Source: an optimization exercise on an open RTL-to-GDS flow (aim: small area, a short achievable clock period and few clock cycles). Production flows keep margins and buffers that such runs may drop.
Function was checked by simulation only, so behaviour that the tests miss may differ from the original.
Power is estimated from default activity; no workload was simulated.

==> flow/design.v <==
module nbc_stream_dec (
    input  wire        clk,
    input  wire        rst,
    input  wire        cmd_valid,
    output wire        cmd_ready,
    input  wire [1:0]  cmd_mode,
    input  wire [63:0] cmd_acc,
    input  wire        in_valid,
    output wire        in_ready,
    input  wire [63:0] in_data,
    output reg         out_valid,
    input  wire        out_ready,
    output reg  [63:0] out_data,
    output reg         out_last
);
    localparam MODE_RAW   = 2'd0;
    localparam MODE_DELTA = 2'd1;
    localparam MODE_XOR   = 2'd2;
    localparam S_IDLE  = 3'd0;
    localparam S_COUNT = 3'd1;
    localparam S_HDR   = 3'd2;
    localparam S_SLOT  = 3'd3;
    localparam S_PAD   = 3'd4;
    localparam S_END   = 3'd5;
    reg [2:0]   state;
    reg [1:0]   mode;
    reg [63:0]  acc;
    reg [31:0]  remain;      
    reg [4:0]   blk_n;
    reg [7:0]   blk_m;
    reg [2:0]   idx;
    reg         odd;         
    reg [127:0] nib_buf;
    reg [5:0]   nib_cnt;
    wire out_free = !out_valid || out_ready;
    reg [4:0] need;
    always @(*) begin
        case (state)
            S_COUNT: need = 5'd8;
            S_HDR:   need = 5'd4;
            S_SLOT:  need = blk_m[idx] ? 5'd0 : blk_n;
            S_PAD:   need = {4'd0, odd};
            default: need = 5'd0;
        endcase
    end
    wire have     = ({1'b0, need} <= nib_cnt);
    wire fetching = (state == S_COUNT || state == S_HDR || state == S_SLOT) && !have;
    assign cmd_ready = (state == S_IDLE);
    assign in_ready  = fetching;
    reg [63:0] field;
    integer j;
    always @(*) begin
        for (j = 0; j < 16; j = j + 1)
            field[4*j +: 4] = (j < need) ? nib_buf[4*j +: 4] : 4'd0;
    end
    wire [127:0] after_take = nib_buf >> {need, 2'b00};
    reg [63:0] sink_val;
    always @(*) begin
        case (mode)
            MODE_DELTA: sink_val = acc + field;
            MODE_XOR:   sink_val = acc ^ field;
            default:    sink_val = field;
        endcase
    end
    always @(posedge clk) begin
        if (rst) begin
            state     <= S_IDLE;
            mode      <= MODE_RAW;
            acc       <= 64'd0;
            remain    <= 32'd0;
            blk_n     <= 5'd0;
            blk_m     <= 8'd0;
            idx       <= 3'd0;
            odd       <= 1'b0;
            nib_buf   <= 128'd0;
            nib_cnt   <= 6'd0;
            out_valid <= 1'b0;
            out_data  <= 64'd0;
            out_last  <= 1'b0;
        end else begin
            if (out_valid && out_ready)
                out_valid <= 1'b0;
            if (fetching) begin
                if (in_valid) begin
                    nib_buf <= nib_buf | ({64'd0, in_data} << {nib_cnt, 2'b00});
                    nib_cnt <= nib_cnt + 6'd16;
                end
            end else begin
                case (state)
                    S_IDLE: begin
                        if (cmd_valid) begin
                            mode  <= cmd_mode;
                            acc   <= cmd_acc;
                            state <= S_COUNT;
                        end
                    end
                    S_COUNT: begin
                        remain  <= field[31:0];
                        nib_buf <= after_take;
                        nib_cnt <= nib_cnt - {1'b0, need};
                        state   <= (field[31:0] == 32'd0) ? S_END : S_HDR;
                    end
                    S_HDR: begin
                        blk_n   <= field[4:0];
                        blk_m   <= field[15:8];
                        idx     <= 3'd0;
                        odd     <= 1'b0;
                        nib_buf <= after_take;
                        nib_cnt <= nib_cnt - {1'b0, need};
                        state   <= S_SLOT;
                    end
                    S_SLOT: begin
                        if (remain == 32'd0 || out_free) begin
                            nib_buf <= after_take;
                            nib_cnt <= nib_cnt - {1'b0, need};
                            odd     <= odd ^ need[0];
                            if (remain != 32'd0) begin
                                out_valid <= 1'b1;
                                out_data  <= sink_val;
                                out_last  <= (remain == 32'd1);
                                if (mode != MODE_RAW)
                                    acc <= sink_val;
                                remain <= remain - 32'd1;
                            end
                            idx <= idx + 3'd1;
                            if (idx == 3'd7)
                                state <= S_PAD;
                        end
                    end
                    S_PAD: begin
                        nib_buf <= after_take;
                        nib_cnt <= nib_cnt - {1'b0, need};
                        state   <= (remain == 32'd0) ? S_END : S_HDR;
                    end
                    S_END: begin
                        nib_buf <= 128'd0;
                        nib_cnt <= 6'd0;
                        state   <= S_IDLE;
                    end
                    default: state <= S_IDLE;
                endcase
            end
        end
    end
endmodule
==> flow/run.sh <==
#!/bin/bash
# synth_recipe.tcl (not shown) runs the flow's synth.tcl, then flattens the netlist and writes it again
# the make line also repeats each setting of config.mk as NAME=value (left out here)
make -C /OpenROAD-flow-scripts/flow DESIGN_CONFIG=/design/flow/config.mk WORK_HOME=/design/flow/orfs CLKGATE_MAP_FILE= SYNTH_SCRIPT=/design/flow/synth_recipe.tcl finish
==> flow/config.mk <==
export PLATFORM = sky130hd
export DESIGN_NAME = nbc_stream_dec
export DESIGN_NICKNAME = nbc_stream_dec
export VERILOG_FILES = /design/flow/design.v
export SDC_FILE = /design/flow/constraint.sdc
export NUM_CORES = 4
export LEC_CHECK = 0
export CAP_MARGIN = 20
export CORE_MARGIN = 2
export CORE_UTILIZATION = 30
export SLEW_MARGIN = 20
==> flow/constraint.sdc <==
create_clock -name core_clock -period 8.0 [get_ports {clk}]
set_input_delay 1.6000 -clock core_clock [delete_from_list [all_inputs] [get_ports {clk}]]
set_output_delay 1.6000 -clock core_clock [all_outputs]
set_load 0.01 [all_outputs]
==> summary.txt <==
==> sequential cells by signal, indices dropped and copies added (netlist names), 3 cells and up <==
name / cells
acc: 64
blk_m: 8
blk_n: 5
idx: 3
nib_buf: 128
nib_cnt: 6
out_data: 64
remain: 32
state: 3
==> how the worst max path moves through the flow <==
stage,cells after the start,slack (ns),to,start
after CTS,12,1.42,in_ready,state[1]
final,12,1.33,in_ready,state[1]
after detailed placement,20,1.84,acc[45],state[1]
after floorplan,16,2.30,in_ready,idx[1]
after global routing,12,1.11,in_ready,state[1]
after global placement,20,1.94,acc[45],state[1]
==> placed cells by master, fill, tap and decap left out, types with 12 or more instances in the layout <==
cell type,instances
a211o_1,24
a211oi_1,81
a21o_1,58
a21oi_1,488
a221oi_1,73
a22o_1,13
a22oi_1,57
a311oi_1,21
a31oi_1,51
and2_1,56
and3_1,53
buf_4,77
clkbuf_16,40
clkdlybuf4s50_1,201
dfxtp_1,314
ha_1,74
inv_1,64
mux2_2,67
mux2i_1,249
nand2_1,488
nand2b_1,16
nand3_1,139
nand4_1,20
nor2_1,423
nor2b_1,28
nor3_1,127
nor4_1,12
o2111ai_1,12
o211a_1,45
o211ai_1,29
o21a_1,29
o21ai_0,330
o21bai_1,20
o22ai_1,65
o2bb2ai_1,18
o31ai_1,23
or2_2,13
or3_1,21
xor2_1,12
==> cell families (layout without fill, tap and decap cells) <==
family	after synthesis	in the layout
muxes	324	324
AOI/OAI and AO/OA	1558	1558
buffers and inverters	440	428
other	0	1
xor gates and xnor gates	23	23
DFF	318	318
and+or+nand+nor	1453	1453
adders and majority gates	77	77
==> cells in the mapped netlist, types with 67 or more instances <==
master | number | share of area
nand2_1 | 491 | 0.063
a21oi_1 | 488 | 0.083
nor2_1 | 427 | 0.054
o21ai_0 | 331 | 0.056
dfxtp_1 | 318 | 0.22
clkbuf_1 | 264 | 0.034
mux2i_1 | 249 | 0.085
nand3_1 | 140 | 0.024
nor3_1 | 128 | 0.022
a211oi_1 | 81 | 0.021
ha_1 | 75 | 0.032
a221oi_1 | 73 | 0.022
mux2_2 | 67 | 0.026
==> area by class of cell <==
class,instances,area (µm²)
diodes,1,2.50
clock buffers,57,1160
clock inverters,16,220
fillers,10300,63300
inverters,73,283
multi-input cells,3435,21400
flip-flops and latches,318,6370
well taps,1276,1600
repair buffers,282,2650
==> routing by layer <==
layer,track usage,vias to the layer above,part of all wire
li1,-,15500,-
met1,0.359,16300,0.40
met2,0.422,2057,0.43
met3,0.0507,544,0.093
met4,0.178,12,0.078
met5,0,-,0.00070
==> where the power goes <==
part	total, W	internal, W	switching (W)
clock network	0.00198	0.00115	0.000833
logic	0.00739	0.00230	0.00508
registers	0.00272	0.00200	0.000718
total	0.0121	0.00545	0.00664
==> metrics by stage <==
step,area [µm²],setup slack (ns),util,cells
detailed placement,32300,1.84,0.333,5383
global route,33700,1.11,0.347,5458
finish,33700,1.33,0.347,5458
global placement,32300,1.94,0.333,5382
CTS,33700,1.42,0.347,5456
floorplan,29400,2.30,-,4193
==> worst max-delay path, delay by kind of cell (launching register included) <==
kind	cells	cell delay (ns)
AOI/OAI and AO/OA	4	1.27
DFF	1	0.74
buffers and inverters	3	1.18
adders and majority gates	2	0.69
and+or+nand+nor	3	0.54
==> results.json <==
{
  "ys_types": 101,
  "clkSinkCount": 318,
  "htreeDepth": 2,
  "initial_core_util": 0.303,
  "grt_pass1_wl_um": 213000,
  "io_pins": 203,
  "finalMaxSlewViolations": 0,
  "grt_max_degree": 110,
  "die_area_um2": 101000,
  "finalSetupViolations": 0,
  "rows": 114,
  "fmaxAchievable_mhz": 150,
  "final_layout_size_suffix_gt1_frac": 0.0718,
  "grt_pass1_vias": 32100,
  "fp.dieH_um": 317,
  "power.total_w": 0.0121,
  "fin_crit_ns": 6.67,
  "arrival_ns": 5.07,
  "dr_total_vias": 34400,
  "clock_path_buffers": 3,
  "muxShareOfSynthArea": 0.116,
  "hold_path.class": "flip-flop to flip-flop",
  "dpl.hpwl_um": 106000,
  "path_clk_slew_ns": 0.06,
  "syn2layout_area_growth_pct": 14.4,
  "yosys.area_share.simple": 0.224,
  "crit_fanout": 39,
  "synth-edff-count": 0,
  "drt_iter0_drc": 4658,
  "core_area_um2": 97000,
  "die_w_um": 317,
  "via_per_inst": 6.30,
  "first_pass_iters": 7,
  "leakage_nw": 12.8,
  "post_cts_buffers": 0,
  "numPortBuffers": 202,
  "end_kind": "primary output",
  "finalCritPeriodShare": 0.833,
  "syn_nets": 4405,
  "synth_async_sr_flop_share": 0,
  "drc": 0,
  "track_usage": 0.277,
  "status": "complete, no violations",
  "cts_buffers": 40,
  "rrSetupSlack_ns": 1.60,
  "root_buffer": "clkbuf_16",
  "netlist_area_um2": 29400,
  "path_cells": "and3b_4, and2_1, o21a_4, nor2_8, inv_4, ha_1, inv_1, fa_1, a21oi_1, o211ai_1, a2111oi_4, clkdlybuf4s50_1",
  "cts_hold_buf": 0,
  "synth_compound_area_frac": 0.342,
  "tritoncts": "yes",
  "synthFlopType": "dfxtp_1",
  "insertion_delay_ns": 0.61,
  "synth_xor_area_frac": 0.00684,
  "hold_violations": 0,
  "synth_seq_cells": 318,
  "cap_violations": 0,
  "wl_per_cell_um": 26.5,
  "grt.overflow.total": 0,
  "synth_cells": 4193,
  "worstMarginPinSlew_ns": 1.15,
  "max-slew-margin-rel": 0.217,
  "clock_skew_ns": 0.0308,
  "max_stage_delay_ns": 0.74,
  "cp_slowest_cell": "dfxtp_1",
  "path_class": "flip-flop to primary output",
  "drtAntennaViolNets": 0,
  "avgSynthCellArea_um2": 7.02,
  "finalWirelength_um": 145000,
  "holdWs_ns": 0.454,
  "yosys_warnings": 1,
  "p_per_area_nw_per_um2": 359,
  "routabilityCongestion": 1.05,
  "antenna_found_initial": 7,
  "cp.required_ns": 6.40,
  "worstReg2RegStart": "state[1]",
  "hold_start": "out_last",
  "reg2reg_to": "out_data[63]",
  "rsz0062_at_grt": "no",
  "hold-path-cell-count": 2,
  "cts.repair.resized": 0,
  "vdd_ir_drop_max_uv": 416,
  "r2r_cells": 20,
  "seq_area_frac_synth": 0.216,
  "synth_top_family_by_area": "compound AO/OA/AOI/OAI gates",
  "hold-path-endpoint": "out_last",
  "startpoint_type": "flip-flop",
  "fin_tns_setup_ns": 0,
  "synth_fa_ha_area_frac": 0.0332,
  "nets": 4362
}
Testbench counts, summed over its fixed seeds: cycles 27,402.

==> separate check: timing with driven ports <==
No port has a modelled driver above. Below, the same layout with a new extraction and two added sets of constraints. Step 1, drivers: a clkbuf_16 drives clk and a buf_2 each remaining input, both assumed. Step 2 adds t to the input delays and takes it off the output delays; t is the mean of the earliest and latest rising clock arrival at the registers after step 1. Input paths then give back, and output paths get back, about the clock's delay inside the block. a / b / c = ideal ports / drivers / drivers and shift; a / b = the first two.
shift t [ns]: 0.671
setup slack, ns: 1.333 / 1.259 / 1.597
worst setup path after step 2: register to register
worst slew at a driven data input, ns: 0.09
After both steps this run still meets setup and hold. The setup slack of this run moves by -0.074 ns with the drivers and by +0.264 ns with both steps.
